What follows belongs to an exercise in optimizing a design on an open flow for small area, a short achievable clock period and few clock cycles per item; a production flow would make more cautious choices.
Power and IR drop assume default switching activity.

==> inputs of run X <==
==> flow/design.v <==
module bb_sync (
    input  wire        clk,
    input  wire        rst,           
    input  wire        cmd_valid,
    output wire        cmd_ready,
    input  wire [31:0] cmd_data,
    output wire        kbc_rd,
    output wire        kbc_port,      
    input  wire        kbc_ack,
    input  wire [7:0]  kbc_rdata,
    output wire        rec_valid,
    input  wire        rec_ready,
    output wire [31:0] rec_data
);
    localparam [2:0] K_NOP   = 3'd0;    
    localparam [2:0] K_SUB   = 3'd1;    
    localparam [2:0] K_DRAIN = 3'd2;    
    localparam [2:0] K_BOP   = 3'd3;    
    localparam [2:0] K_GSTEP = 3'd4;
    localparam [2:0] K_GRST  = 3'd5;
    localparam [2:0] K_GCFG  = 3'd6;
    localparam [1:0] R_KEY  = 2'd0;
    localparam [1:0] R_PKT  = 2'd1;
    localparam [1:0] R_DISC = 2'd2;
    reg  [1:0]  sub_r;
    reg         kbd_pending;
    reg  [1:0]  mouse_slot;
    reg  [7:0]  mouse_b0, mouse_b1;
    reg         gs1, gap, gs2, gco;    
    reg  [14:0] x_sum;                 
    reg  [15:0] y_sum;
    reg  [7:0]  gest_xlen, gest_tol;
    reg         g2;                    
    reg         g2_cx, g2_sx;          
    reg         g2_cy, g2_sy;
    reg         cb_v;
    reg  [2:0]  cb_kind;
    reg  [23:0] cb_arg;
    reg         e_rd;          
    reg         e_port;        
    reg         e_wt;          
    reg         e_ch;          
    reg         e_mq;          
    reg  [3:0]  e_cnt;         
    reg  [2:0]  e_code;        
    reg         b_v;
    reg         b_ch;
    reg  [2:0]  b_code;
    reg  [7:0]  b_byte;
    reg         o_v;
    reg  [1:0]  o_kind;
    reg         o_len2;
    reg  [7:0]  o_byte;        
    reg         gd_p;
    assign kbc_rd   = e_rd;
    assign kbc_port = e_port;
    assign rec_valid = o_v | gd_p;
    reg [31:0] rec_w;
    always @(*) begin
        if (!o_v)
            rec_w = 32'h8300_0000;
        else case (o_kind)
            R_KEY:   rec_w = {8'h81, 6'd0, o_len2, ~o_byte[7],
                              o_len2 ? o_byte : 8'h00, o_len2 ? 8'hE0 : o_byte};
            R_PKT:   rec_w = {8'h82, o_byte, mouse_b1, mouse_b0};
            default: rec_w = {8'h84, 14'd0, o_byte[4:3], 5'd0, o_byte[2:0]};
        endcase
    end
    assign rec_data = rec_w;
    wire [7:0]  opc = cmd_data[31:24];
    wire z23_0 = (cmd_data[23:0] == 24'd0);
    wire z23_1 = (cmd_data[23:1] == 23'd0);
    wire z23_8 = (cmd_data[23:8] == 16'd0);
    reg  [2:0]  d_kind;
    reg  [1:0]  d_bch;
    always @(*) begin
        d_kind = K_BOP;
        d_bch  = 2'd2;
        case (opc)
            8'h00: if (z23_0) d_kind = K_NOP;
            8'h01: if (z23_1) d_kind = K_SUB;
            8'h02: if (z23_1) d_kind = K_SUB;
            8'h03: if (z23_8) d_kind = K_DRAIN;
            8'h10: if (z23_0) d_kind = K_DRAIN;
            8'h11: if (z23_8) d_bch = 2'd0;
            8'h20: if (z23_0) d_kind = K_DRAIN;
            8'h21: if (z23_8) d_bch = 2'd1;
            8'h30: if (cmd_data[5:3] == 3'd0) d_kind = K_GSTEP;
            8'h31: if (z23_0) d_kind = K_GRST;
            8'h32: if (cmd_data[23:16] == 8'd0) d_kind = K_GCFG;
            default: ;
        endcase
    end
    reg  [23:0] d_arg;
    always @(*) begin
        d_arg = cmd_data[23:0];
        case (d_kind)
            K_SUB:   d_arg[1] = opc[0];                           
            K_DRAIN: d_arg[2:0] = opc[4] ? 3'b001 : opc[5] ? 3'b010 : {1'b1, cmd_data[1:0]};
            K_BOP:   d_arg[9:8] = d_bch;
            default: ;
        endcase
    end
    wire r_ok   = !o_v && !gd_p && !g2;      
    wire r_b    = b_v && r_ok;               
    wire bfree  = !b_v || r_ok;              
    wire e_idle = !e_rd && !e_wt && !e_mq;
    wire cb_simple = (cb_kind == K_NOP) || (cb_kind == K_SUB);
    wire cb_drain  = (cb_kind == K_DRAIN);
    wire cb_bop    = (cb_kind == K_BOP);
    wire cb_gop    = (cb_kind == K_GSTEP) || (cb_kind == K_GRST) || (cb_kind == K_GCFG);
    wire bop_go = cb_v && cb_bop && e_idle && bfree;
    wire g_op   = cb_v && cb_gop && e_idle && !b_v && r_ok;
    wire cons_reg = cb_v && (cb_simple || (cb_drain && e_idle)) || bop_go || g_op;
    assign cmd_ready = !cb_v || cons_reg;
    wire rd_now    = e_rd && kbc_ack;
    wire st_obf    = kbc_rdata[0];
    wire last_poll = (e_cnt == 4'd9);
    wire fin_now   = rd_now && (e_port || (!st_obf && last_poll));
    wire dk = cb_arg[0] && (!cb_arg[2] || sub_r[0]);
    wire dm = cb_arg[1] && (!cb_arg[2] || sub_r[1]);
    wire take_drain = cb_v && cb_drain && (e_idle || (fin_now && !e_mq));
    wire cons       = cons_reg || take_drain;
    wire r_pkt = r_b && b_ch && (b_code == 3'd0) && (mouse_slot == 2'd2);
    wire g_go  = r_pkt || (g_op && cb_kind == K_GSTEP);
    wire [2:0] g_btn = b_v ? mouse_b0[2:0]          : cb_arg[2:0];
    wire [8:0] g_dx  = b_v ? {mouse_b0[4], mouse_b1} : cb_arg[14:6];
    wire [8:0] g_dy  = b_v ? {mouse_b0[5], b_byte}   : cb_arg[23:15];
    wire        g_lb = g_btn[0];
    wire        g_rb = g_btn[1];
    wire        g_mb = g_btn[2];
    wire        left_only  =  g_lb && !g_rb && !g_mb;
    wire        right_only = !g_lb &&  g_rb && !g_mb;
    wire        released   = !g_lb && !g_rb && !g_mb;
    wire        sx = g_dx[8];
    wire        sy = g_dy[8];
    wire [7:0]  ux = g_dx[7:0] ^ {8{sx}};
    wire [7:0]  uy = g_dy[7:0] ^ {8{sy}};
    wire        ax = {ux, sx} > {gest_tol, 1'b0};
    wire        ay = {uy, sy} > {gest_tol, 1'b0};
    wire        dx_lt = sx && ax;             
    wire        dy_lt = sy && ay;             
    wire        dy_gt = !sy && ay;            
    wire [8:0]  x_lo = {1'b0, x_sum[7:0]} + {1'b0, g_dx[7:0]};
    wire [8:0]  y_lo = {1'b0, y_sum[7:0]} + {1'b0, g_dy[7:0]};
    wire        x_long = (x_sum >= {7'd0, gest_xlen});
    wire [15:0] st_sum = {1'b0, x_sum} + (gs2 ? y_sum : ~y_sum) + {15'd0, !gs2};
    wire        steep  = st_sum[15];
    wire        acc1 = gs1 && left_only  && !(dx_lt || dy_lt);
    wire        acc2 = gs2 && right_only && !(dx_lt || dy_gt);
    wire        acc  = acc1 || acc2;
    wire        gidle  = !gs1 && !gap && !gs2 && !gco;
    wire        ap_ok  = !(g_lb || g_mb || ax || ay);
    wire        n_s1   = (gidle && left_only) || acc1;
    wire        n_ap   = (gs1 && released && x_long && steep) || (gap && ap_ok && !g_rb);
    wire        n_s2   = (gap && ap_ok && g_rb) || acc2;
    wire        g_done = gs2 && released && x_long && steep;
    wire        n_co   = gco || g_done;
    wire [7:0]  x_hi  = {1'b0, x_sum[14:8]} + {7'd0, g2_cx} + {8{g2_sx}};
    wire [7:0]  y_hi  = y_sum[15:8] + {7'd0, g2_cy} + {8{g2_sy}};
    wire        x_keep = !x_hi[7];                
    wire        y_keep = (y_hi[7] == gs2);        
    reg [2:0] v_code;
    always @(*) begin
        if (kbc_rdata[7])                 v_code = 3'd2;    
        else if (kbc_rdata[6])            v_code = 3'd3;    
        else if (kbc_rdata[5] != e_ch)    v_code = 3'd4;    
        else                              v_code = 3'd0;
    end
    always @(posedge clk) begin
        if (rst) begin
            sub_r       <= 2'b00;
            kbd_pending <= 1'b0;
            mouse_slot  <= 2'd0;
            gs1         <= 1'b0;
            gap         <= 1'b0;
            gs2         <= 1'b0;
            gco         <= 1'b0;
            x_sum       <= 15'd0;
            y_sum       <= 16'd0;
            gest_xlen   <= 8'h00;
            gest_tol    <= 8'h00;
            g2          <= 1'b0;
            cb_v        <= 1'b0;
            e_rd        <= 1'b0;
            e_wt        <= 1'b0;
            e_mq        <= 1'b0;
            b_v         <= 1'b0;
            o_v         <= 1'b0;
            gd_p        <= 1'b0;
        end else begin
            if (cmd_valid && cmd_ready) cb_v <= 1'b1;
            else if (cons)              cb_v <= 1'b0;
            if (cb_v && cb_kind == K_SUB) begin
                if (cb_arg[0]) sub_r[1] <= cb_arg[1];
                else           sub_r[0] <= cb_arg[1];
            end
            if (rec_ready) begin
                if (o_v) o_v  <= 1'b0;
                else     gd_p <= 1'b0;
            end
            if (r_b) b_v <= 1'b0;
            if ((rd_now && (e_port || (!st_obf && last_poll))) || bop_go) b_v <= 1'b1;
            if (rd_now) begin
                if (!e_port) begin
                    if (st_obf) begin
                        if (!bfree) begin e_rd <= 1'b0; e_wt <= 1'b1; end
                    end else if (e_cnt == 4'd8 && !bfree) begin
                        e_rd <= 1'b0; e_wt <= 1'b1;
                    end
                end
            end else if (e_wt && bfree) begin
                e_wt <= 1'b0;
                e_rd <= 1'b1;
            end
            if (fin_now) begin
                e_mq <= 1'b0;
                e_rd <= e_mq;
            end
            if (take_drain) begin
                e_mq <= dk && dm;
                e_rd <= dk || dm;
            end
            if (r_b && b_code == 3'd0) begin
                if (!b_ch) begin
                    kbd_pending <= (b_byte == 8'hE0);
                end else begin
                    case (mouse_slot)
                        2'd0: if (b_byte[3]) mouse_slot <= 2'd1;
                        2'd1: mouse_slot <= 2'd2;
                        default: mouse_slot <= 2'd0;
                    endcase
                end
            end
            if (r_b) begin
                if (b_code != 3'd0) o_v <= 1'b1;
                else if (!b_ch)     o_v <= (b_byte != 8'hE0);
                else                o_v <= (mouse_slot == 2'd0) ? !b_byte[3] : (mouse_slot == 2'd2);
            end
            if (g_go) begin
                gs1 <= n_s1;
                gap <= n_ap;
                gs2 <= n_s2;
                gco <= n_co;
                gd_p <= g_done;
                g2  <= acc;
                x_sum[7:0] <= acc ? x_lo[7:0] : 8'd0;
                y_sum[7:0] <= acc ? y_lo[7:0] : 8'd0;
                if (!acc) begin
                    x_sum[14:8] <= 7'd0;
                    y_sum[15:8] <= 8'd0;
                end
            end
            if (g2) begin
                g2 <= 1'b0;
                if (x_keep) x_sum[14:8] <= x_hi[6:0];
                else        x_sum       <= 15'd0;
                if (y_keep) y_sum[15:8] <= y_hi;
                else        y_sum       <= 16'd0;
            end
            if (g_op && cb_kind == K_GRST) begin
                gs1   <= 1'b0;
                gap   <= 1'b0;
                gs2   <= 1'b0;
                gco   <= 1'b0;
                x_sum <= 15'd0;
                y_sum <= 16'd0;
            end
            if (g_op && cb_kind == K_GCFG) begin
                gest_xlen <= cb_arg[7:0];
                gest_tol  <= cb_arg[15:8];
            end
        end
    end
    always @(posedge clk) begin
        if (cmd_valid && cmd_ready) begin
            cb_kind <= d_kind;
            cb_arg  <= d_arg;
        end
        if (rd_now && !e_port) begin
            if (st_obf) begin
                e_code <= v_code;
                e_port <= 1'b1;
            end else begin
                e_cnt <= e_cnt + 4'd1;
            end
        end
        if (fin_now && e_mq) begin
            e_ch   <= 1'b1;
            e_cnt  <= 4'd0;
            e_port <= 1'b0;
        end
        if (take_drain) begin
            e_ch   <= !dk;
            e_cnt  <= 4'd0;
            e_port <= 1'b0;
        end
        if (rd_now && (e_port || (!st_obf && last_poll))) begin
            b_ch   <= e_ch;
            b_code <= e_port ? e_code : 3'd1;
            b_byte <= kbc_rdata;
        end
        if (bop_go) begin
            b_ch   <= cb_arg[8];
            b_code <= cb_arg[9] ? 3'd6 : 3'd0;
            b_byte <= cb_arg[7:0];
        end
        if (r_b) begin
            if (b_code != 3'd0) begin
                o_kind <= R_DISC;
                o_byte <= {3'd0, (b_code == 3'd6) ? 2'd2 : {1'b0, b_ch}, b_code};
            end else if (!b_ch) begin
                o_kind <= R_KEY;
                o_len2 <= kbd_pending;
                o_byte <= b_byte;
            end else if (mouse_slot == 2'd0) begin
                o_kind <= R_DISC;
                o_byte <= {3'd0, 2'd1, 3'd5};
            end else begin
                o_kind <= R_PKT;
                o_byte <= b_byte;
            end
            if (b_code == 3'd0 && b_ch) begin
                if (mouse_slot == 2'd0) mouse_b0 <= b_byte;
                if (mouse_slot == 2'd1) mouse_b1 <= b_byte;
            end
        end
        if (g_go) begin
            g2_cx <= x_lo[8];
            g2_sx <= sx;
            g2_cy <= y_lo[8];
            g2_sy <= sy;
        end
    end
endmodule
==> flow/run.sh <==
#!/bin/bash
# synth_recipe.tcl (not shown) runs the flow's synth.tcl, then flattens the netlist and writes it again
# the make line also repeats each setting of config.mk as NAME=value (left out here)
make -C /OpenROAD-flow-scripts/flow DESIGN_CONFIG=/design/flow/config.mk WORK_HOME=/design/flow/orfs CLKGATE_MAP_FILE= SYNTH_SCRIPT=/design/flow/synth_recipe.tcl finish
==> flow/config.mk <==
export PLATFORM = sky130hd
export DESIGN_NAME = bb_sync
export DESIGN_NICKNAME = bb_sync
export VERILOG_FILES = /design/flow/design.v
export SDC_FILE = /design/flow/constraint.sdc
export NUM_CORES = 4
export LEC_CHECK = 0
export CAP_MARGIN = 20
export CORE_MARGIN = 2
export CORE_UTILIZATION = 40
export SLEW_MARGIN = 20
==> flow/constraint.sdc <==
create_clock -name core_clock -period 4.5 [get_ports {clk}]
set_input_delay 0.9000 -clock core_clock [delete_from_list [all_inputs] [get_ports {clk}]]
set_output_delay 0.9000 -clock core_clock [all_outputs]
set_load 0.01 [all_outputs]
==> run M (differences from run X) <==
Settings changed: ABC_CLOCK_PERIOD_IN_PS set to 2500, SETUP_SLACK_MARGIN set to 2.0.
==> impl_results.md <==
* P_clk at 1.42 mW
* Util after Layout at 48.2%
* CP endpoint: cmd_ready
* Worst R2R Setup Slack at 1020 ps
* Delay-heaviest family, CP: simple AND/OR/NAND/NOR gates
* Routability cong. at 0.877
* Worst Path Buf+Inv at 3
* Rel. slew slack at 35.6%
* Seq. cell area at 3600 um2
* Status: no timing/DRC/antenna violations
-- figures above: run X

==> impl_results.md <==
* Rel. slew slack at 59.4%
* P_clk at 1.30 mW
* Routability cong. at 0.887
* Delay-heaviest family, CP: compound AO/OA/AOI/OAI gates
* Status: no timing/DRC/antenna violations
* Seq. cell area at 3620 um2
* CP endpoint: y_sum[10]
* Worst Path Buf+Inv at 4
* Syn Area/Cell at 9.59 um2
-- figures above: run M

No run of this note included a check of the RTL's function; only the layout flow was run.

-- separate check: timing with driven ports --
In the flow no input, the clock included, has a driving cell. The finished layouts below were timed again as built, in two steps.
Step 1: set_driving_cell puts a clkbuf_16 on clk and a buf_2 on each other input, an assumption about the parent block.
Step 2 moves the port delays by t, midway between the first and last clock arrival at a register: inputs arrive t later, outputs are due t later. That takes back most of the time a late clock gives input paths.
Three values: ideal ports, drivers, drivers and shift; two values: the first two.
| run | t (ns) | setup WS [ns] | worst setup path after step 2 |
|---|---|---|---|
| run X | 0.471 | 0.787 / 0.741 / 0.819 | input to register |
| run M | 0.474 | 1.589 / 1.589 / 1.328 | input to register |
After both steps every run listed still meets setup and hold. For run M, which loses most, drivers alone change the setup slack by 0.000 ns; drivers and shift together by -0.261 ns.
